Source: an optimization exercise on an open RTL-to-GDS flow (aim: small area, a short achievable clock period and few clock cycles per item). Production flows keep margins and buffers that such runs may drop.
Only simulation tests tie the RTL to the original design; equivalence was not proved.
No activity file was given, so power comes from the tool's default toggle rates.

Setup of the baseline:
## pite_xform
module pite_xform (
    input  wire        clk,
    input  wire        rst_n,         
    input  wire [2:0]  cfg_op,        
    input  wire        cfg_perch,
    input  wire        cfg_chen,
    input  wire [1:0]  cfg_chsel,
    input  wire [31:0] cfg_opnd0,
    input  wire [31:0] cfg_opnd1,
    input  wire [31:0] cfg_opnd2,
    input  wire [7:0]  cfg_outmin,
    input  wire [7:0]  cfg_outmax,
    input  wire [7:0]  cfg_rmin,
    input  wire [7:0]  cfg_rmax,
    input  wire        in_valid,
    output wire        in_ready,
    input  wire [7:0]  in_data,
    input  wire [2:0]  in_tag,
    output wire        out_valid,
    input  wire        out_ready,
    output wire [7:0]  out_data
);
For scale: ~3,600 cells after synthesis, ~400 flip-flops, about 160 I/O pins, about 28,000 um^2 of cells after synthesis.
clock: 12.5 ns
lec_check: 0
abc_area: 1
cap_margin: 20
core_margin: 2
core_utilization: 40
slew_margin: 20
standard.sh (not shown) runs the stock make flow with config.mk's settings and CLKGATE_MAP_FILE= SYNTH_SCRIPT=/design/flow/synth_recipe.tcl, a recipe that flattens the netlist after the stock synthesis.
==> flow/flow/run.sh <==
#!/bin/bash
# Layout flow: the standard flow (standard.sh, ORFS make targets) with
# two changes to how the layout is made:
#  - timing repair aims at a setup slack of SETUP_MARGIN ns rather than 0,
#    so the resizer also speeds up paths that already meet the clock;
#  - the port buffers that every input and output gets are buf_1 cells.
# The clock period and constraints are the standard flow's. ORFS keeps each step's full
# tool output in orfs/logs/; make's own output goes to standard.log here.
set -e
SETUP_MARGIN=8
bash standard.sh SETUP_SLACK_MARGIN=$SETUP_MARGIN \
    "BUFFER_PORTS_ARGS=-buffer_cell sky130_fd_sc_hd__buf_1" finish > standard.log 2>&1
Testbench counts of the baseline, summed over its fixed seeds: cycles 15,596, items 14,056.
--- input diff the baseline..the candidate ---
--- a/flow/design.v
+++ b/flow/design.v
@@ -74,42 +74,46 @@
     always @(*) begin
         if (op_bp)
             sh_res = v[tag] ? 8'd255 : 8'd0;
         else if (!sel)
             sh_res = v;
         else if (sub)
             sh_res = (n_hi8 | !as9[8]) ? 8'd0 : as9[7:0];
         else
             sh_res = (n_hi8 | as9[8]) ? 8'd255 : as9[7:0];
     end
-    wire [8:0]  sd_hi = {1'b0, n[24:17]} + {1'b0, v};
-    wire [25:0] sm_t  = {1'b0, n} + 26'd256;           
+    wire        i_sel   = !cfg_chen || (ik == cfg_chsel);
+    wire        i_hi24  = |in_n[31:24];
+    wire        i_hi25  = |in_n[31:25];
+    wire        i_zero  = ~|in_n;
+    wire [8:0]  sd_hi = {1'b0, in_n[24:17]} + {1'b0, in_data};
+    wire [25:0] sm_t  = {1'b0, in_n[24:0]} + 26'd256;    
     reg  [25:0] a_i;      
     reg  [7:0]  m_i;      
     reg         d_i;      
     reg         f_i;      
     always @(*) begin
-        a_i = {v, 18'd0};
+        a_i = {in_data, 18'd0};
         m_i = 8'd0;
         d_i = 1'b0;
         f_i = 1'b0;
-        if (sel) begin
+        if (i_sel) begin
             if (op_smul) begin
-                a_i = v[7] ? {sm_t[16:0], 9'd0} : 26'h002_0000;
-                m_i = {v[6:0], 1'b0};
-                f_i = (n_hi24 & (|v)) | (v[7] & (|sm_t[25:17]));
-            end else if (n_zero) begin
+                a_i = in_data[7] ? {sm_t[16:0], 9'd0} : 26'h002_0000;
+                m_i = {in_data[6:0], 1'b0};
+                f_i = (i_hi24 & (|in_data)) | (in_data[7] & (|sm_t[25:17]));
+            end else if (i_zero) begin
                 f_i = 1'b1;
-            end else if (n_hi25) begin
+            end else if (i_hi25) begin
                 a_i = 26'd0;
             end else begin
-                a_i = {sd_hi, n[16:0]};
+                a_i = {sd_hi, in_n[16:0]};
                 d_i = 1'b1;
             end
         end
     end
     wire [8:0]  dout9 = {1'b0, cfg_outmax} - {1'b0, cfg_outmin};
     wire [8:0]  den9  = {1'b0, cfg_rmax} - {1'b0, cfg_rmin};
     reg  [7:0]  adout_r, den_r, denm_r, outmin_r;
     reg         sgn_r, degen_r;
     always @(posedge clk) begin
         outmin_r <= cfg_outmin;
@@ -154,51 +158,53 @@
     reg         val_r [0:9];
     always @(posedge clk) begin
         if (cstr) begin
             a_r[9] <= degen_r ? {outmin_r, 18'd0} : {cs_n, 9'd0};
             b_r[9] <= ~{8'd0, den_r, 9'd0};
             m_r[9] <= 8'd0;
             d_r[9] <= !degen_r;
             f_r[9] <= 1'b0;
         end else begin
             a_r[9] <= a_i;
-            b_r[9] <= op_sdiv ? ~n[24:0] : n[24:0];
+            b_r[9] <= op_sdiv ? ~in_n[24:0] : in_n[24:0];
             m_r[9] <= m_i;
             d_r[9] <= d_i;
             f_r[9] <= f_i;
         end
         s_r[9]   <= cs_s;
-        val_r[9] <= rst_n & val0 & !short;
+        val_r[9] <= rst_n & (cstr ? val0 : (acc & !short));
     end
     genvar j, t;
     generate
         for (j = 8; j >= 0; j = j - 1) begin : step
             localparam integer W = 25 - j;         
             wire [24:0] b_s = b_r[j+1];
             wire [7:0]  m_s = m_r[j+1];
             wire        d_s = d_r[j+1];
             wire [25:0] a_s = {a_r[j+1][25:j+1], ~b_s[j:0] & {(j+1){d_s}}};
             wire        f_s = f_r[j+1];
             wire        hz;
             if (j == 0) begin : nohi
                 assign hz = 1'b1;
             end else begin : hi
                 assign hz = d_s ? &b_s[24:25-j] : ~|b_s[24:25-j];
             end
             wire [W-1:0] x = b_s[W-1:0];
             wire [W-1:0] sum;
             wire         co;
             if (j == 8) begin : cmp
-                assign co  = {1'b0, a_s[25:9]} >= {1'b0, ~b_s[16:0]};
+                wire [17:0] c8 = {1'b0, a_s[25:9]} + {1'b0, b_s[16:0]} + 18'd1;
+                assign co  = c8[17];
                 assign sum = a_s[25:9];
             end else if (j == 0) begin : cmp0
-                assign co  = {1'b0, a_s[25:1]} >= {1'b0, ~b_s[24:0]};
+                wire [25:0] c0 = {1'b0, a_s[25:1]} + {1'b0, b_s[24:0]} + 26'd1;
+                assign co  = c0[25];
                 assign sum = a_s[25:1];
             end else begin : addsub
                 pite_add #(.W(W), .TYPE(ATYPE)) add (.a(a_s[25:j+1]), .b(x), .ci(d_s), .s(sum), .co(co));
             end
             wire         qb  = co & hz;                        
             wire         mb;
             if (j < 8 && j > 0) begin : mbit
                 assign mb = m_s[j];
             end else begin : nombit
                 assign mb = 1'b0;
--- outcome ---
Total power: the candidate above the baseline
Going from the baseline to the candidate, the sequential cell power was found to have gone down by about 4%.
The candidate against the baseline; net count reported at finish is up by a few percent.
Comparing the candidate and the baseline, die boundary height is lower on the candidate.
Sort the candidate and the baseline by proportion of cell area occupied by multi-input gates, descending, and the candidate comes first.
The candidate — period utilization 1.6 points higher, the baseline as reference
Compared with the baseline, the candidate shows a higher global-route usage.
Delta (the candidate minus the baseline): cell area climbed about 5%, count of plain and timing-repair buffers in the layout shows an increase of about 40%.
Testbench counts of the candidate, summed over its fixed seeds: cycles 15,500, items 14,056.

* * *

== north ==
pite_xform, a different RTL version from the one above (not shown whole).
Size: about 3,600 cells after synthesis, roughly 160 I/O pins.
clock: 12.5 ns
lec_check: 0
abc_area: 1
cap_margin: 20
core_margin: 2
core_utilization: 40
slew_margin: 20
Scripts as last shown in full above: flow/flow/run.sh
Testbench counts of north, summed over its fixed seeds: cycles 15,596, items 14,056.
diff inputs: north => south
--- a/flow/design.v
+++ b/flow/design.v
@@ -73,38 +73,39 @@
     reg  [7:0]  sh_res;
     always @(*) begin
         if (op_bp)
             sh_res = v[tag] ? 8'd255 : 8'd0;
         else if (!sel)
             sh_res = v;
         else if (sub)
             sh_res = (n_hi8 | !as9[8]) ? 8'd0 : as9[7:0];
         else
             sh_res = (n_hi8 | as9[8]) ? 8'd255 : as9[7:0];
     end
     wire [8:0]  sd_hi = {1'b0, n[24:17]} + {1'b0, v};
+    wire [25:0] sm_t  = {1'b0, n} + 26'd256;           
     reg  [25:0] a_i;      
     reg  [7:0]  m_i;      
     reg         d_i;      
     reg         f_i;      
     always @(*) begin
-        a_i = {1'b0, v, 17'd0};
+        a_i = {v, 18'd0};
         m_i = 8'd0;
         d_i = 1'b0;
         f_i = 1'b0;
         if (sel) begin
             if (op_smul) begin
-                a_i = 26'h001_0000;
-                m_i = v;
-                f_i = n_hi24 & (|v);
+                a_i = v[7] ? {sm_t[16:0], 9'd0} : 26'h002_0000;
+                m_i = {v[6:0], 1'b0};
+                f_i = (n_hi24 & (|v)) | (v[7] & (|sm_t[25:17]));
             end else if (n_zero) begin
                 f_i = 1'b1;
             end else if (n_hi25) begin
                 a_i = 26'd0;
             end else begin
                 a_i = {sd_hi, n[16:0]};
                 d_i = 1'b1;
             end
         end
     end
     wire [8:0]  dout9 = {1'b0, cfg_outmax} - {1'b0, cfg_outmin};
     wire [8:0]  den9  = {1'b0, cfg_rmax} - {1'b0, cfg_rmin};
@@ -144,25 +145,25 @@
     wire [15:0] l4c  = ((l3s & l3c) | (l3s & l2c1) | (l3c & l2c1)) << 1;
     wire [15:0] cs_h = l4s + l4c;
     wire [16:0] cs_n = {cs_h, cs_t[0]};
     reg  [25:0] a_r [0:9];
     reg  [24:0] b_r [0:9];    
     reg  [7:0]  m_r [0:9];
     reg         d_r [0:9];
     reg         f_r [0:9];
     reg         s_r [0:9];
     reg         val_r [0:9];
     always @(posedge clk) begin
         if (cstr) begin
-            a_r[9] <= degen_r ? {1'b0, outmin_r, 17'd0} : {cs_n, 9'd0};
+            a_r[9] <= degen_r ? {outmin_r, 18'd0} : {cs_n, 9'd0};
             b_r[9] <= ~{8'd0, den_r, 9'd0};
             m_r[9] <= 8'd0;
             d_r[9] <= !degen_r;
             f_r[9] <= 1'b0;
         end else begin
             a_r[9] <= a_i;
             b_r[9] <= op_sdiv ? ~n[24:0] : n[24:0];
             m_r[9] <= m_i;
             d_r[9] <= d_i;
             f_r[9] <= f_i;
         end
         s_r[9]   <= cs_s;
@@ -178,38 +179,43 @@
             wire [25:0] a_s = {a_r[j+1][25:j+1], ~b_s[j:0] & {(j+1){d_s}}};
             wire        f_s = f_r[j+1];
             wire        hz;
             if (j == 0) begin : nohi
                 assign hz = 1'b1;
             end else begin : hi
                 assign hz = d_s ? &b_s[24:25-j] : ~|b_s[24:25-j];
             end
             wire [W-1:0] x = b_s[W-1:0];
             wire [W-1:0] sum;
             wire         co;
             if (j == 8) begin : cmp
-                assign co  = {1'b0, a_s[25:9]} >= {1'b0, ~b_s[16:0]};
+                wire [17:0] c8 = {1'b0, a_s[25:9]} + {1'b0, b_s[16:0]} + 18'd1;
+                assign co  = c8[17];
                 assign sum = a_s[25:9];
+            end else if (j == 0) begin : cmp0
+                wire [25:0] c0 = {1'b0, a_s[25:1]} + {1'b0, b_s[24:0]} + 26'd1;
+                assign co  = c0[25];
+                assign sum = a_s[25:1];
             end else begin : addsub
                 pite_add #(.W(W), .TYPE(ATYPE)) add (.a(a_s[25:j+1]), .b(x), .ci(d_s), .s(sum), .co(co));
             end
             wire         qb  = co & hz;                        
             wire         mb;
-            if (j < 8) begin : mbit
+            if (j < 8 && j > 0) begin : mbit
                 assign mb = m_s[j];
             end else begin : nombit
                 assign mb = 1'b0;
             end
-            wire         ov  = co | sum[W-1] | ~hz;            
-            wire         upd = (j == 8) ? 1'b0 : (d_s ? qb : mb);
+            wire         ov  = co | ~hz;                       
+            wire         upd = (j == 8 || j == 0) ? 1'b0 : (d_s ? qb : mb);
             wire [25:0]  a_n;
             assign a_n[25:j+1] = upd ? sum : a_s[25:j+1];
             assign a_n[j:0] = a_s[j:0];
             wire [7:0] m_n;
             for (t = 0; t < 8; t = t + 1) begin : mm
                 if (t == j) begin : q
                     assign m_n[t] = d_s ? qb : m_s[t];
                 end else begin : p
                     assign m_n[t] = m_s[t];
                 end
             end
             wire f_n = f_s | (d_s ? ((j == 8) & qb) : (mb & ov));
@@ -235,25 +241,25 @@
     wire        s_e = s_r[0];
     wire [8:0]  up0 = {1'b0, outmin_r} + {1'b0, q_e[7:1], 1'b0};
     wire [8:0]  up1 = {1'b0, outmin_r} + {1'b0, q_e[7:1], 1'b1};
     wire [8:0]  dn0 = {1'b0, outmin_r} - {1'b0, q_e[7:1], 1'b0};
     wire [8:0]  dn1 = {1'b0, outmin_r} - {1'b0, q_e[7:1], 1'b1};
     wire [7:0]  cs0 = s_e ? ((f_e | dn0[8]) ? 8'd0 : dn0[7:0]) : ((f_e | up0[8]) ? 8'd255 : up0[7:0]);
     wire [7:0]  cs1 = s_e ? ((f_e | dn1[8]) ? 8'd0 : dn1[7:0]) : ((f_e | up1[8]) ? 8'd255 : up1[7:0]);
     reg  [7:0]  res;
     always @(*) begin
         if (short)
             res = sh_res;
         else if (!d_e)
-            res = f_e ? 8'd255 : a_e[24:17];
+            res = f_e ? 8'd255 : a_e[25:18];
         else if (!cstr)
             res = f_e ? 8'd255 : q_e;
         else
             res = q_e[0] ? cs1 : cs0;
     end
     wire r_val = short ? val0 : val_r[0];
     localparam integer FD = CAP - 1;
     reg  [7:0] head;
     reg        hval;
     reg  [7:0] fifo [0:FD-1];
     reg  [3:0] wp, rp, cnt;
     reg  [3:0] inflight;
Findings:
The area of the multi-input gates number comes out higher for north vs south. Compared with north, largest net degree at the start of global routing in south decreased by more than 10%. Lower share of the final layout cell area in sequential cells among south and north: north. On south: final worst-path cycle share is 1.1 points lower than what north gave. Cmp south and north / area after synthesis / higher: north. Relative to north, global-route usage decreased by 0.83 points in south. Mux contribution to synthesized area: south vs north — no meaningful difference.
Testbench counts of south, summed over its fixed seeds: cycles 15,596, items 14,056.

[port drivers added, routing unchanged]
No port has a modelled driver above. Below, the same layouts with a new extraction and two added sets of constraints.
Step 1 sets driving cells, clkbuf_16 on the clock port and buf_2 on the other inputs (assumed; they add their load-dependent delay and slew).
Step 2 adds t to the input delays and takes it off the output delays; t is the mean of the earliest and latest rising clock arrival at the registers after step 1. Input paths then give back, and output paths get back, about the clock's delay inside the block.
a / b / c = no drivers / after step 1 / after step 2; a / b = the first two.
run	shift t [ns]	slack for setup (ns)	worst setup path after step 2	latest minus earliest clock arrival (ns)
the baseline	0.644	8.092 / 8.092 / 7.618	input to register	0.032 / 0.032
the candidate	0.645	7.894 / 7.894 / 7.472	input to register	0.025 / 0.026
north	0.647	7.892 / 7.892 / 7.487	input to register	0.030 / 0.030
south	0.661	8.033 / 8.033 / 7.531	input to register	0.026 / 0.026
After both steps setup and hold are still met in every run listed. For south, which loses most, drivers alone change the setup slack by 0.000 ns; drivers and shift together by -0.502 ns.
